From an optimization exercise on the open Yosys and OpenROAD flow, aimed at small area, a short achievable clock period and few clock cycles; shortcuts taken in it are not production practice.
Only simulation tests tie the RTL to the original design; equivalence was not proved. The clock port is modelled as an ideal driver; clocking choices that lean on that would not hold on a real chip.

==> job 5113: inputs <==
## spf
module spf (
    input  wire        clk,
    input  wire        rst,
    input  wire        cmd_valid,
    output wire        cmd_ready,
    input  wire [31:0] cmd_data,
    output wire        rsp_valid,
    input  wire        rsp_ready,
    output wire [31:0] rsp_data
);
==> flow/config.mk <==
export PLATFORM = sky130hd
export DESIGN_NAME = spf
export DESIGN_NICKNAME = spf
export VERILOG_FILES = /design/flow/design.v
export SDC_FILE = /design/flow/constraint.sdc
export NUM_CORES = 4
export LEC_CHECK = 0
export ABC_CLOCK_PERIOD_IN_PS = 5000
export CAP_MARGIN = 20
export CORE_MARGIN = 2
export CORE_UTILIZATION = 55
export SLEW_MARGIN = 20
==> flow/constraint.sdc <==
create_clock -name core_clock -period 12.0 [get_ports {clk}]
set_input_delay 2.4000 -clock core_clock [delete_from_list [all_inputs] [get_ports {clk}]]
set_output_delay 2.4000 -clock core_clock [all_outputs]
set_load 0.01 [all_outputs]
standard.sh (not shown) runs the stock make flow with config.mk's settings and CLKGATE_MAP_FILE= SYNTH_SCRIPT=/design/flow/synth_recipe.tcl, a recipe that flattens the netlist after the stock synthesis.
==> flow/flow/run.sh <==
#!/bin/bash
set -euo pipefail
export CTS_ARGS="-sink_clustering_enable -repair_clock_nets -dont_use_dummy_load -sink_clustering_size 25 -sink_clustering_max_diameter 90"
bash standard.sh SETUP_SLACK_MARGIN=7.0 finish > standard.log 2>&1
==> inputs of job 3109, as changes to job 5113 <==
--- a/flow/design.v
+++ b/flow/design.v
@@ -8,27 +8,26 @@
     input  wire        rsp_ready,
     output wire [31:0] rsp_data
 );
     localparam [7:0] STX      = 8'h02;
     localparam [7:0] ETX      = 8'h03;
     localparam [7:0] POS_TYPE = 8'h01;
-    localparam integer LM = 3;             
+    localparam integer LM = 2;             
     localparam integer M  = 1 << LM;       
     localparam integer LB = 7 - LM;        
     localparam integer B  = 1 << LB;       
-    localparam integer LE = LM - 1;        
-    localparam integer NE = 1 << LE;       
     localparam [3:0] RC_OK  = 4'h0;
     localparam [3:0] RC_OOR = 4'h1;
     localparam [3:0] RC_ILL = 4'h2;
     localparam [3:0] RC_NFY = 4'h3;
     localparam [3:0] RC_FOK = 4'h4;
     localparam [3:0] RC_CSM = 4'h5;
     localparam [1:0] ST_IDLE = 2'd0;
     localparam [1:0] ST_RESP = 2'd1;
     localparam [1:0] ST_WAIT = 2'd2;
+    localparam [1:0] WK_APP   = 2'd0;      
     localparam [1:0] WK_PEEK  = 2'd1;      
     localparam [1:0] WK_READF = 2'd2;      
     localparam [1:0] WK_SCAN  = 2'd3;      
     localparam [3:0] E_SRCH = 4'd0;        
     localparam [3:0] E_H1   = 4'd1;        
     localparam [3:0] E_H2   = 4'd2;        
@@ -53,15 +52,15 @@
     reg  [15:0]   resync_cnt;
     reg           retain;
     reg           fv;                       
     reg  [6:0]    fs;                       
     reg  [7:0]    h_st, h_ty, h_len;
     reg  [LM:0]   cp;                       
-    reg  [NE-1:0] pv;
-    reg  [6-LE:0] pa [0:NE-1];              
-    reg  [7:0]    pd [0:NE-1];
+    reg           pv0, pv1;
+    reg  [5:0]    pa0, pa1;                 
+    reg  [7:0]    pd0, pd1;
     reg  [3:0]    eph;
     reg  [7:0]    e_base;                   
     reg  [7:0]    e_cur;                    
     reg  [7:0]    e_s;                      
     reg  [7:0]    e_nstx;                   
     reg           e_nv;
@@ -69,39 +68,32 @@
     reg  [6:0]    e_rem;
     reg           e_ok;
     reg  [7:0]    e_r;                      
     reg  [8:0]    e_flim;                   
     reg  [6:0]    ridx;                     
     wire [7:0]    cnt = wpv - rpv;
-    wire [NE-1:0] wr;
-    genvar ge;
-    generate
-        for (ge = 0; ge < NE; ge = ge + 1) begin : g_ent
-            wire [6:0] ex = {pa[ge], ge[LE-1:0]};
-            assign wr[ge] = pv[ge] && (phs == slot_of(ex));
-        end
-    endgenerate
+    wire          wr0 = pv0 && (phs == slot_of({pa0, 1'b0}));
+    wire          wr1 = pv1 && (phs == slot_of({pa1, 1'b1}));
     wire          copying = (cp != {(LM+1){1'b0}});
     wire [8*B-1:0] wtap;
     wire [8*B-1:0] ftap;
-    wire [8*B-1:0] ftap2;                   
     genvar gb;
     generate
         for (gb = 0; gb < B; gb = gb + 1) begin : g_bank
             reg [8*M-1:0] wl;
             reg [8*M-1:0] fl;
-            wire       wwe = wr[gb % NE] && (pa[gb % NE][LB-LE-1:0] == gb / NE);
-            wire [7:0] wdt = pd[gb % NE];
+            wire       wwe = (gb % 2 == 0) ? (wr0 && (pa0[LB-2:0] == gb / 2))
+                                           : (wr1 && (pa1[LB-2:0] == gb / 2));
+            wire [7:0] wdt = (gb % 2 == 0) ? pd0 : pd1;
             wire [7:0] wtop = wwe ? wdt : wl[7:0];
             always @(posedge clk) begin
                 wl <= {wtop, wl[8*M-1:8]};
                 fl <= {(copying ? wtop : fl[7:0]), fl[8*M-1:8]};
             end
             assign wtap[gb*8 +: 8] = wl[7:0];
             assign ftap[gb*8 +: 8] = fl[7:0];
-            assign ftap2[gb*8 +: 8] = fl[(M/2)*8 +: 8];
         end
     endgenerate
     wire [3:0]  i_op  = cmd_data[31:28];
     wire        i_rsv = |cmd_data[27:16];
     wire [15:0] i_arg = cmd_data[15:0];
     wire app_ok    = (i_op == 4'h1) && !i_rsv && (i_arg[15:8] == 8'd0);
@@ -124,43 +116,38 @@
     end
     reg  [6:0]  rf_nxi;                                 
     reg  [6:0]  rf_nxa;                                 
     wire [6:0]  rf_in = fs + i_arg[6:0];                
     wire        rf_seq = (i_arg[6:0] == rf_nxi);
     wire [6:0]  f_idx = (st == ST_IDLE) ? rf_nxa : q8[6:0];
-    reg  [7:0]  f_byte, f_byte2;
+    reg  [7:0]  f_byte;
     always @(*) begin
         f_byte = 8'd0;
-        f_byte2 = 8'd0;
         for (k = 0; k < B; k = k + 1)
-        begin
-            f_byte  = f_byte  | (ftap[k*8 +: 8]  & {8{f_idx[LB-1:0] == k}});
-            f_byte2 = f_byte2 | (ftap2[k*8 +: 8] & {8{f_idx[LB-1:0] == k}});
-        end
+            f_byte = f_byte | (ftap[k*8 +: 8] & {8{f_idx[LB-1:0] == k}});
     end
-    wire [LM-1:0] phs2 = phs + (M / 2);
-    wire        f_at0  = (phs == slot_of(f_idx));
-    wire        f_at2  = (phs2 == slot_of(f_idx));
-    wire        f_here = !copying && (f_at0 || f_at2);
-    wire [7:0]  f_val  = f_at0 ? f_byte : f_byte2;
-    wire        w_byp   = pv[w_idx[LE-1:0]] && (pa[w_idx[LE-1:0]] == w_idx[6:LE]);
-    wire [7:0]  w_bypd  = pd[w_idx[LE-1:0]];
+    wire        f_here = !copying && (phs == slot_of(f_idx));
+    wire        b0_hit  = pv0 && (pa0 == w_idx[6:1]);
+    wire        b1_hit  = pv1 && (pa1 == w_idx[6:1]);
+    wire        w_byp   = w_idx[0] ? b1_hit : b0_hit;
+    wire [7:0]  w_bypd  = w_idx[0] ? pd1 : pd0;
     wire        e_byp   = w_byp;
     wire [7:0]  e_byte  = e_byp ? w_bypd : w_byte;
     wire        e_ready = (eph == E_DONE) || (e_cur == wpv);
     wire        e_avail = !peek_wait && (eph != E_DONE) && !eph[3] && (e_cur != wpv) &&
                           (e_byp || (phs == slot_of(ridx)));
     wire        e_isstx = (e_byte == STX);
     wire        e_fitbad = e_flim[8] || (e_byte > e_flim[7:0]);
     wire        e_tv    = e_nv || e_isstx;
     wire [7:0]  e_tgt   = e_nv ? e_nstx : e_cur;
     wire [31:0] scan_rsp = (eph != E_DONE) ? {RC_NFY, 28'd0} :
                            e_ok ? {RC_FOK, 3'b000, 1'b1, e_st, e_ty, e_len} :
                                   {RC_CSM, 28'd0};
-    wire do_app  = fire && app_ok;
-    wire [7:0] app_byte = cmd_data[7:0];
+    wire pfree   = wpv[0] ? (!pv1 || wr1) : (!pv0 || wr0);
+    wire do_app  = pfree && ((fire && app_ok) || (waiting && wk == WK_APP));
+    wire [7:0] app_byte = waiting ? q8 : cmd_data[7:0];
     wire evict   = do_app && cnt[7];
     reg  drop_pend;
     wire do_scan = e_ready && ((fire && scan_ok) || (waiting && wk == WK_SCAN));
     wire cons_in = fire && cons_ok && (i_arg <= {8'd0, cnt});
     wire restart = drop_pend;
     wire [7:0] rp_new = rpv + q8;
@@ -271,49 +258,52 @@
         else
             ridx_n = e_cur_n[6:0];
     end
     reg  rst_q;
     always @(posedge clk)
         rst_q <= rst;
-    reg  rdy_ok, rsp_ok;
-    assign cmd_ready = rdy_ok && !rst;
-    assign rsp_valid = rsp_ok && !rst;
+    assign cmd_ready = (st == ST_IDLE) && !rst && !rst_q;
+    assign rsp_valid = (st == ST_RESP) && !rst && !rst_q;
     assign rsp_data  = rsp_q;
     always @(posedge clk) begin
         if (rst_q) begin
             phs        <= {LM{1'b0}};
             st         <= ST_IDLE;
-            rdy_ok     <= !rst;
-            rsp_ok     <= 1'b0;
             rpv        <= 8'd0;
             wpv        <= 8'd0;
             resync_cnt <= 16'd0;
             retain     <= 1'b0;
             fv         <= 1'b0;
             cp         <= {(LM+1){1'b0}};
-            pv         <= {NE{1'b0}};
+            pv0        <= 1'b0;
             drop_pend  <= 1'b0;
+            pv1        <= 1'b0;
             eph        <= E_SRCH;
             e_base     <= 8'd0;
             e_cur      <= 8'd0;
             e_r        <= 8'd0;
             ridx       <= 7'd0;
         end else begin
             phs <= phs + 1'b1;
             if (copying)
                 cp <= cp - 1'b1;
             if (do_app)
                 wpv <= wpv + 8'd1;
-            for (k = 0; k < NE; k = k + 1) begin
-                if (do_app && wpv[LE-1:0] == k) begin
-                    pv[k] <= 1'b1;
-                    pa[k] <= wpv[6:LE];
-                    pd[k] <= app_byte;
-                end else if (wr[k]) begin
-                    pv[k] <= 1'b0;
-                end
+            if (do_app && !wpv[0]) begin
+                pv0 <= 1'b1;
+                pa0 <= wpv[6:1];
+                pd0 <= app_byte;
+            end else if (wr0) begin
+                pv0 <= 1'b0;
+            end
+            if (do_app && wpv[0]) begin
+                pv1 <= 1'b1;
+                pa1 <= wpv[6:1];
+                pd1 <= app_byte;
+            end else if (wr1) begin
+                pv1 <= 1'b0;
             end
             eph    <= eph_n;
             e_base <= e_base_n;
             e_cur  <= e_cur_n;
             e_s    <= e_s_n;
             e_nv   <= e_nv_n;
@@ -371,30 +361,35 @@
                     rpv <= e_base;
                 end
             end
             case (st)
                 ST_IDLE: begin
                     if (fire) begin
-                        begin st <= ST_RESP; rdy_ok <= 1'b0; rsp_ok <= 1'b1; end
+                        st    <= ST_RESP;
                         rsp_q <= {RC_ILL, 28'd0};
                         case (i_op)
                             4'h1: if (app_ok) begin
                                 rsp_q <= {RC_OK, 28'd0};
+                                if (!pfree) begin
+                                    st <= ST_WAIT;
+                                    wk <= WK_APP;
+                                    q8 <= cmd_data[7:0];
+                                end
                             end
                             4'h2: if (scan_ok) begin
                                 rsp_q <= scan_rsp;
                                 if (!e_ready) begin
-                                    begin st <= ST_WAIT; rdy_ok <= 1'b0; rsp_ok <= 1'b0; end
+                                    st <= ST_WAIT;
                                     wk <= WK_SCAN;
                                 end
                             end
                             4'h3: if (peek_ok) begin
                                 if (i_arg >= {8'd0, cnt}) begin
                                     rsp_q <= {RC_OOR, 28'd0};
                                 end else begin
-                                    begin st <= ST_WAIT; rdy_ok <= 1'b0; rsp_ok <= 1'b0; end
+                                    st <= ST_WAIT;
                                     wk <= WK_PEEK;
                                     q8 <= {1'b0, rpv[6:0] + i_arg[6:0]};
                                 end
                             end
                             4'h4: if (cons_ok) begin
                                 if (i_arg > {8'd0, cnt})
@@ -412,15 +407,15 @@
                                         2'd0: rsp_q <= {RC_OK, 20'd0, STX};
                                         2'd1: rsp_q <= {RC_OK, 20'd0, h_st};
                                         2'd2: rsp_q <= {RC_OK, 20'd0, h_ty};
                                         default: rsp_q <= {RC_OK, 20'd0, h_len};
                                     endcase
                                 end else if (rf_seq && f_here) begin
-                                    rsp_q <= {RC_OK, 20'd0, f_val};
+                                    rsp_q <= {RC_OK, 20'd0, f_byte};
                                 end else begin
-                                    begin st <= ST_WAIT; rdy_ok <= 1'b0; rsp_ok <= 1'b0; end
+                                    st <= ST_WAIT;
                                     wk <= WK_READF;
                                     q8 <= {1'b0, rf_in};
                                 end
                             end
                             4'h6: if (rdreg_ok) begin
                                 case (i_arg[2:0])
@@ -440,37 +435,34 @@
                             default: ;
                         endcase
                     end
                 end
                 ST_WAIT: begin
                     case (wk)
+                        WK_APP: if (pfree) st <= ST_RESP;
                         WK_SCAN: if (e_ready) begin
                             rsp_q <= scan_rsp;
-                            begin st <= ST_RESP; rdy_ok <= 1'b0; rsp_ok <= 1'b1; end
+                            st    <= ST_RESP;
                         end
                         WK_PEEK: begin
                             if (w_byp) begin
                                 rsp_q <= {RC_OK, 20'd0, w_bypd};
-                                begin st <= ST_RESP; rdy_ok <= 1'b0; rsp_ok <= 1'b1; end
+                                st    <= ST_RESP;
                             end else if (phs == slot_of(q8[6:0])) begin
                                 rsp_q <= {RC_OK, 20'd0, w_byte};
-                                begin st <= ST_RESP; rdy_ok <= 1'b0; rsp_ok <= 1'b1; end
+                                st    <= ST_RESP;
                             end
                         end
                         default: if (f_here) begin    
-                            rsp_q <= {RC_OK, 20'd0, f_val};
-                            begin st <= ST_RESP; rdy_ok <= 1'b0; rsp_ok <= 1'b1; end
+                            rsp_q <= {RC_OK, 20'd0, f_byte};
+                            st    <= ST_RESP;
                         end
                     endcase
                 end
                 default: begin    
                     if (rsp_ready)
-                        begin st <= ST_IDLE; rdy_ok <= 1'b1; rsp_ok <= 1'b0; end
+                        st <= ST_IDLE;
                 end
             endcase
-            if (rst) begin
-                rdy_ok <= 1'b0;
-                rsp_ok <= 1'b0;
-            end
         end
     end
 endmodule
==> flow/flow/run.sh (replaced) <==
#!/bin/bash
set -euo pipefail
export CTS_ARGS="-sink_clustering_enable -repair_clock_nets -dont_use_dummy_load -sink_clustering_size 30 -sink_clustering_max_diameter 100"
bash standard.sh SETUP_SLACK_MARGIN=7.0 finish > standard.log 2>&1
- CORE_UTILIZATION: 55 -> 40
==> inputs of job 5732, as changes to job 5113 <==
--- a/flow/design.v
+++ b/flow/design.v
@@ -80,13 +80,12 @@
             assign wr[ge] = pv[ge] && (phs == slot_of(ex));
         end
     endgenerate
     wire          copying = (cp != {(LM+1){1'b0}});
     wire [8*B-1:0] wtap;
     wire [8*B-1:0] ftap;
-    wire [8*B-1:0] ftap2;                   
     genvar gb;
     generate
         for (gb = 0; gb < B; gb = gb + 1) begin : g_bank
             reg [8*M-1:0] wl;
             reg [8*M-1:0] fl;
             wire       wwe = wr[gb % NE] && (pa[gb % NE][LB-LE-1:0] == gb / NE);
@@ -95,13 +94,12 @@
             always @(posedge clk) begin
                 wl <= {wtop, wl[8*M-1:8]};
                 fl <= {(copying ? wtop : fl[7:0]), fl[8*M-1:8]};
             end
             assign wtap[gb*8 +: 8] = wl[7:0];
             assign ftap[gb*8 +: 8] = fl[7:0];
-            assign ftap2[gb*8 +: 8] = fl[(M/2)*8 +: 8];
         end
     endgenerate
     wire [3:0]  i_op  = cmd_data[31:28];
     wire        i_rsv = |cmd_data[27:16];
     wire [15:0] i_arg = cmd_data[15:0];
     wire app_ok    = (i_op == 4'h1) && !i_rsv && (i_arg[15:8] == 8'd0);
@@ -124,27 +122,19 @@
     end
     reg  [6:0]  rf_nxi;                                 
     reg  [6:0]  rf_nxa;                                 
     wire [6:0]  rf_in = fs + i_arg[6:0];                
     wire        rf_seq = (i_arg[6:0] == rf_nxi);
     wire [6:0]  f_idx = (st == ST_IDLE) ? rf_nxa : q8[6:0];
-    reg  [7:0]  f_byte, f_byte2;
+    reg  [7:0]  f_byte;
     always @(*) begin
         f_byte = 8'd0;
-        f_byte2 = 8'd0;
         for (k = 0; k < B; k = k + 1)
-        begin
-            f_byte  = f_byte  | (ftap[k*8 +: 8]  & {8{f_idx[LB-1:0] == k}});
-            f_byte2 = f_byte2 | (ftap2[k*8 +: 8] & {8{f_idx[LB-1:0] == k}});
-        end
+            f_byte = f_byte | (ftap[k*8 +: 8] & {8{f_idx[LB-1:0] == k}});
     end
-    wire [LM-1:0] phs2 = phs + (M / 2);
-    wire        f_at0  = (phs == slot_of(f_idx));
-    wire        f_at2  = (phs2 == slot_of(f_idx));
-    wire        f_here = !copying && (f_at0 || f_at2);
-    wire [7:0]  f_val  = f_at0 ? f_byte : f_byte2;
+    wire        f_here = !copying && (phs == slot_of(f_idx));
     wire        w_byp   = pv[w_idx[LE-1:0]] && (pa[w_idx[LE-1:0]] == w_idx[6:LE]);
     wire [7:0]  w_bypd  = pd[w_idx[LE-1:0]];
     wire        e_byp   = w_byp;
     wire [7:0]  e_byte  = e_byp ? w_bypd : w_byte;
     wire        e_ready = (eph == E_DONE) || (e_cur == wpv);
     wire        e_avail = !peek_wait && (eph != E_DONE) && !eph[3] && (e_cur != wpv) &&
@@ -412,13 +402,13 @@
                                         2'd0: rsp_q <= {RC_OK, 20'd0, STX};
                                         2'd1: rsp_q <= {RC_OK, 20'd0, h_st};
                                         2'd2: rsp_q <= {RC_OK, 20'd0, h_ty};
                                         default: rsp_q <= {RC_OK, 20'd0, h_len};
                                     endcase
                                 end else if (rf_seq && f_here) begin
-                                    rsp_q <= {RC_OK, 20'd0, f_val};
+                                    rsp_q <= {RC_OK, 20'd0, f_byte};
                                 end else begin
                                     begin st <= ST_WAIT; rdy_ok <= 1'b0; rsp_ok <= 1'b0; end
                                     wk <= WK_READF;
                                     q8 <= {1'b0, rf_in};
                                 end
                             end
@@ -454,13 +444,13 @@
                             end else if (phs == slot_of(q8[6:0])) begin
                                 rsp_q <= {RC_OK, 20'd0, w_byte};
                                 begin st <= ST_RESP; rdy_ok <= 1'b0; rsp_ok <= 1'b1; end
                             end
                         end
                         default: if (f_here) begin    
-                            rsp_q <= {RC_OK, 20'd0, f_val};
+                            rsp_q <= {RC_OK, 20'd0, f_byte};
                             begin st <= ST_RESP; rdy_ok <= 1'b0; rsp_ok <= 1'b1; end
                         end
                     endcase
                 end
                 default: begin    
                     if (rsp_ready)
- CORE_UTILIZATION: 55 -> 65
==> inputs of job 6204, as changes to job 5113 <==
--- a/flow/design.v
+++ b/flow/design.v
@@ -80,13 +80,12 @@
             assign wr[ge] = pv[ge] && (phs == slot_of(ex));
         end
     endgenerate
     wire          copying = (cp != {(LM+1){1'b0}});
     wire [8*B-1:0] wtap;
     wire [8*B-1:0] ftap;
-    wire [8*B-1:0] ftap2;                   
     genvar gb;
     generate
         for (gb = 0; gb < B; gb = gb + 1) begin : g_bank
             reg [8*M-1:0] wl;
             reg [8*M-1:0] fl;
             wire       wwe = wr[gb % NE] && (pa[gb % NE][LB-LE-1:0] == gb / NE);
@@ -95,13 +94,12 @@
             always @(posedge clk) begin
                 wl <= {wtop, wl[8*M-1:8]};
                 fl <= {(copying ? wtop : fl[7:0]), fl[8*M-1:8]};
             end
             assign wtap[gb*8 +: 8] = wl[7:0];
             assign ftap[gb*8 +: 8] = fl[7:0];
-            assign ftap2[gb*8 +: 8] = fl[(M/2)*8 +: 8];
         end
     endgenerate
     wire [3:0]  i_op  = cmd_data[31:28];
     wire        i_rsv = |cmd_data[27:16];
     wire [15:0] i_arg = cmd_data[15:0];
     wire app_ok    = (i_op == 4'h1) && !i_rsv && (i_arg[15:8] == 8'd0);
@@ -124,27 +122,19 @@
     end
     reg  [6:0]  rf_nxi;                                 
     reg  [6:0]  rf_nxa;                                 
     wire [6:0]  rf_in = fs + i_arg[6:0];                
     wire        rf_seq = (i_arg[6:0] == rf_nxi);
     wire [6:0]  f_idx = (st == ST_IDLE) ? rf_nxa : q8[6:0];
-    reg  [7:0]  f_byte, f_byte2;
+    reg  [7:0]  f_byte;
     always @(*) begin
         f_byte = 8'd0;
-        f_byte2 = 8'd0;
         for (k = 0; k < B; k = k + 1)
-        begin
-            f_byte  = f_byte  | (ftap[k*8 +: 8]  & {8{f_idx[LB-1:0] == k}});
-            f_byte2 = f_byte2 | (ftap2[k*8 +: 8] & {8{f_idx[LB-1:0] == k}});
-        end
+            f_byte = f_byte | (ftap[k*8 +: 8] & {8{f_idx[LB-1:0] == k}});
     end
-    wire [LM-1:0] phs2 = phs + (M / 2);
-    wire        f_at0  = (phs == slot_of(f_idx));
-    wire        f_at2  = (phs2 == slot_of(f_idx));
-    wire        f_here = !copying && (f_at0 || f_at2);
-    wire [7:0]  f_val  = f_at0 ? f_byte : f_byte2;
+    wire        f_here = !copying && (phs == slot_of(f_idx));
     wire        w_byp   = pv[w_idx[LE-1:0]] && (pa[w_idx[LE-1:0]] == w_idx[6:LE]);
     wire [7:0]  w_bypd  = pd[w_idx[LE-1:0]];
     wire        e_byp   = w_byp;
     wire [7:0]  e_byte  = e_byp ? w_bypd : w_byte;
     wire        e_ready = (eph == E_DONE) || (e_cur == wpv);
     wire        e_avail = !peek_wait && (eph != E_DONE) && !eph[3] && (e_cur != wpv) &&
@@ -412,13 +402,13 @@
                                         2'd0: rsp_q <= {RC_OK, 20'd0, STX};
                                         2'd1: rsp_q <= {RC_OK, 20'd0, h_st};
                                         2'd2: rsp_q <= {RC_OK, 20'd0, h_ty};
                                         default: rsp_q <= {RC_OK, 20'd0, h_len};
                                     endcase
                                 end else if (rf_seq && f_here) begin
-                                    rsp_q <= {RC_OK, 20'd0, f_val};
+                                    rsp_q <= {RC_OK, 20'd0, f_byte};
                                 end else begin
                                     begin st <= ST_WAIT; rdy_ok <= 1'b0; rsp_ok <= 1'b0; end
                                     wk <= WK_READF;
                                     q8 <= {1'b0, rf_in};
                                 end
                             end
@@ -454,13 +444,13 @@
                             end else if (phs == slot_of(q8[6:0])) begin
                                 rsp_q <= {RC_OK, 20'd0, w_byte};
                                 begin st <= ST_RESP; rdy_ok <= 1'b0; rsp_ok <= 1'b1; end
                             end
                         end
                         default: if (f_here) begin    
-                            rsp_q <= {RC_OK, 20'd0, f_val};
+                            rsp_q <= {RC_OK, 20'd0, f_byte};
                             begin st <= ST_RESP; rdy_ok <= 1'b0; rsp_ok <= 1'b1; end
                         end
                     endcase
                 end
                 default: begin    
                     if (rsp_ready)
==> summary of the runs <==
In clock-buffer cell count, job 5113 and job 5732 do not differ.
Non-clock buffer count, lowest first: job 6204, job 5732, job 5113, job 3109.
Of job 3109 and job 5113, job 3109 has the higher synthesized area (gap 4.6%, measured against job 5113).
Between job 6204 and job 5113, the lower worst hold slack is in job 5113 (gap 0.029 ns).
Routed wire length: job 6204 < job 5732 < job 5113 < job 3109.
The lowest cell count belongs to job 5732, the highest to job 3109.
The lowest fmax belongs to job 3109, the highest to job 5732.
==> figures <==
Routed length on met3: job 5113 10700 um; job 5732 10700 um; job 6204 8440 um; job 3109 12700 um
Slowest cell on the critical path: job 5113 sky130_fd_sc_hd__buf_2; job 5732 sky130_fd_sc_hd__buf_2; job 6204 sky130_fd_sc_hd__buf_2; job 3109 sky130_fd_sc_hd__nor4b_4
Met2 wire length: job 5113 74900 um; job 5732 71200 um; job 6204 70700 um; job 3109 92100 um
Complex-gate fraction of the synthesized area: job 5113 7.12%; job 5732 6.24%; job 6204 6.24%; job 3109 7.34%
Maximum resistive drop on vdd: job 5113 0.158 mV; job 5732 0.254 mV; job 6204 0.173 mV; job 3109 0.162 mV
Post-layout util: job 5113 60.9%; job 5732 71.5%; job 6204 60.7%; job 3109 45.0%
Plain + repair buffers: job 5113 200; job 5732 193; job 6204 182; job 3109 295
TAP cells: job 5113 1612; job 5732 1298; job 6204 1536; job 3109 2310
Share of synthesized area occupied by flip-flops and latches: job 5113 73.6%; job 5732 74.5%; job 6204 74.5%; job 3109 69.2%
Synthesized area: job 5113 66300 um2; job 5732 65500 um2; job 6204 65500 um2; job 3109 69300 um2
Overall die area: job 5113 123000 um2; job 5732 103000 um2; job 6204 122000 um2; job 3109 177000 um2
Global-route wire length before repair: job 5113 244000 um; job 5732 228000 um; job 6204 226000 um; job 3109 288000 um
# clk buffers: job 5113 107; job 5732 107; job 6204 106; job 3109 92
Met2 usage in global routing: job 5113 42.3%; job 5732 47.7%; job 6204 40.4%; job 3109 36.2%
Outcome: job 5113 timing/DRC/antenna clean; job 5732 timing/DRC/antenna clean; job 6204 timing/DRC/antenna clean; job 3109 timing/DRC/antenna clean
Testbench counts of job 5113, summed over its fixed seeds: cycles 287,388.
Testbench counts of job 3109, summed over its fixed seeds: cycles 284,629.
Testbench counts of job 5732, summed over its fixed seeds: cycles 291,160.
Testbench counts of job 6204, summed over its fixed seeds: cycles 291,160.

[port drivers added, routing unchanged]
In the flow no input, the clock included, has a driving cell. The finished layouts below were timed again as built, in two steps. Step 1 sets driving cells, clkbuf_16 on the clock port and buf_2 on the other inputs (assumed; they add their load-dependent delay and slew). Step 2 times the ports against the registers' clock, not the clock port: input delays grow and output delays shrink by t, the midpoint of the rising clock arrivals with the driver on. Slacks: ideal / step 1 / step 2; pairs: ideal / step 1.
| run | t (ns) | slack for setup (ns) | worst hold slack (ns) | worst setup path at the end | worst register clock-pin slew, ns |
|---|---|---|---|---|---|
| job 5113 | 0.775 | 6.869 / 6.829 / 6.251 | 0.270 / 0.270 / 0.270 | input to register | 0.10 / 0.10 |
| job 3109 | 0.814 | 6.717 / 6.671 / 6.255 | 0.267 / 0.267 / 0.267 | input to register | 0.12 / 0.12 |
| job 5732 | 0.763 | 6.882 / 6.837 / 6.347 | 0.266 / 0.266 / 0.266 | input to register | 0.11 / 0.11 |
| job 6204 | 0.758 | 6.864 / 6.824 / 6.372 | 0.299 / 0.299 / 0.299 | input to register | 0.10 / 0.10 |
After both steps setup and hold are still met in every run listed. The setup slack of job 5113, which loses most, moves by -0.040 ns with the drivers and by -0.618 ns with both steps.
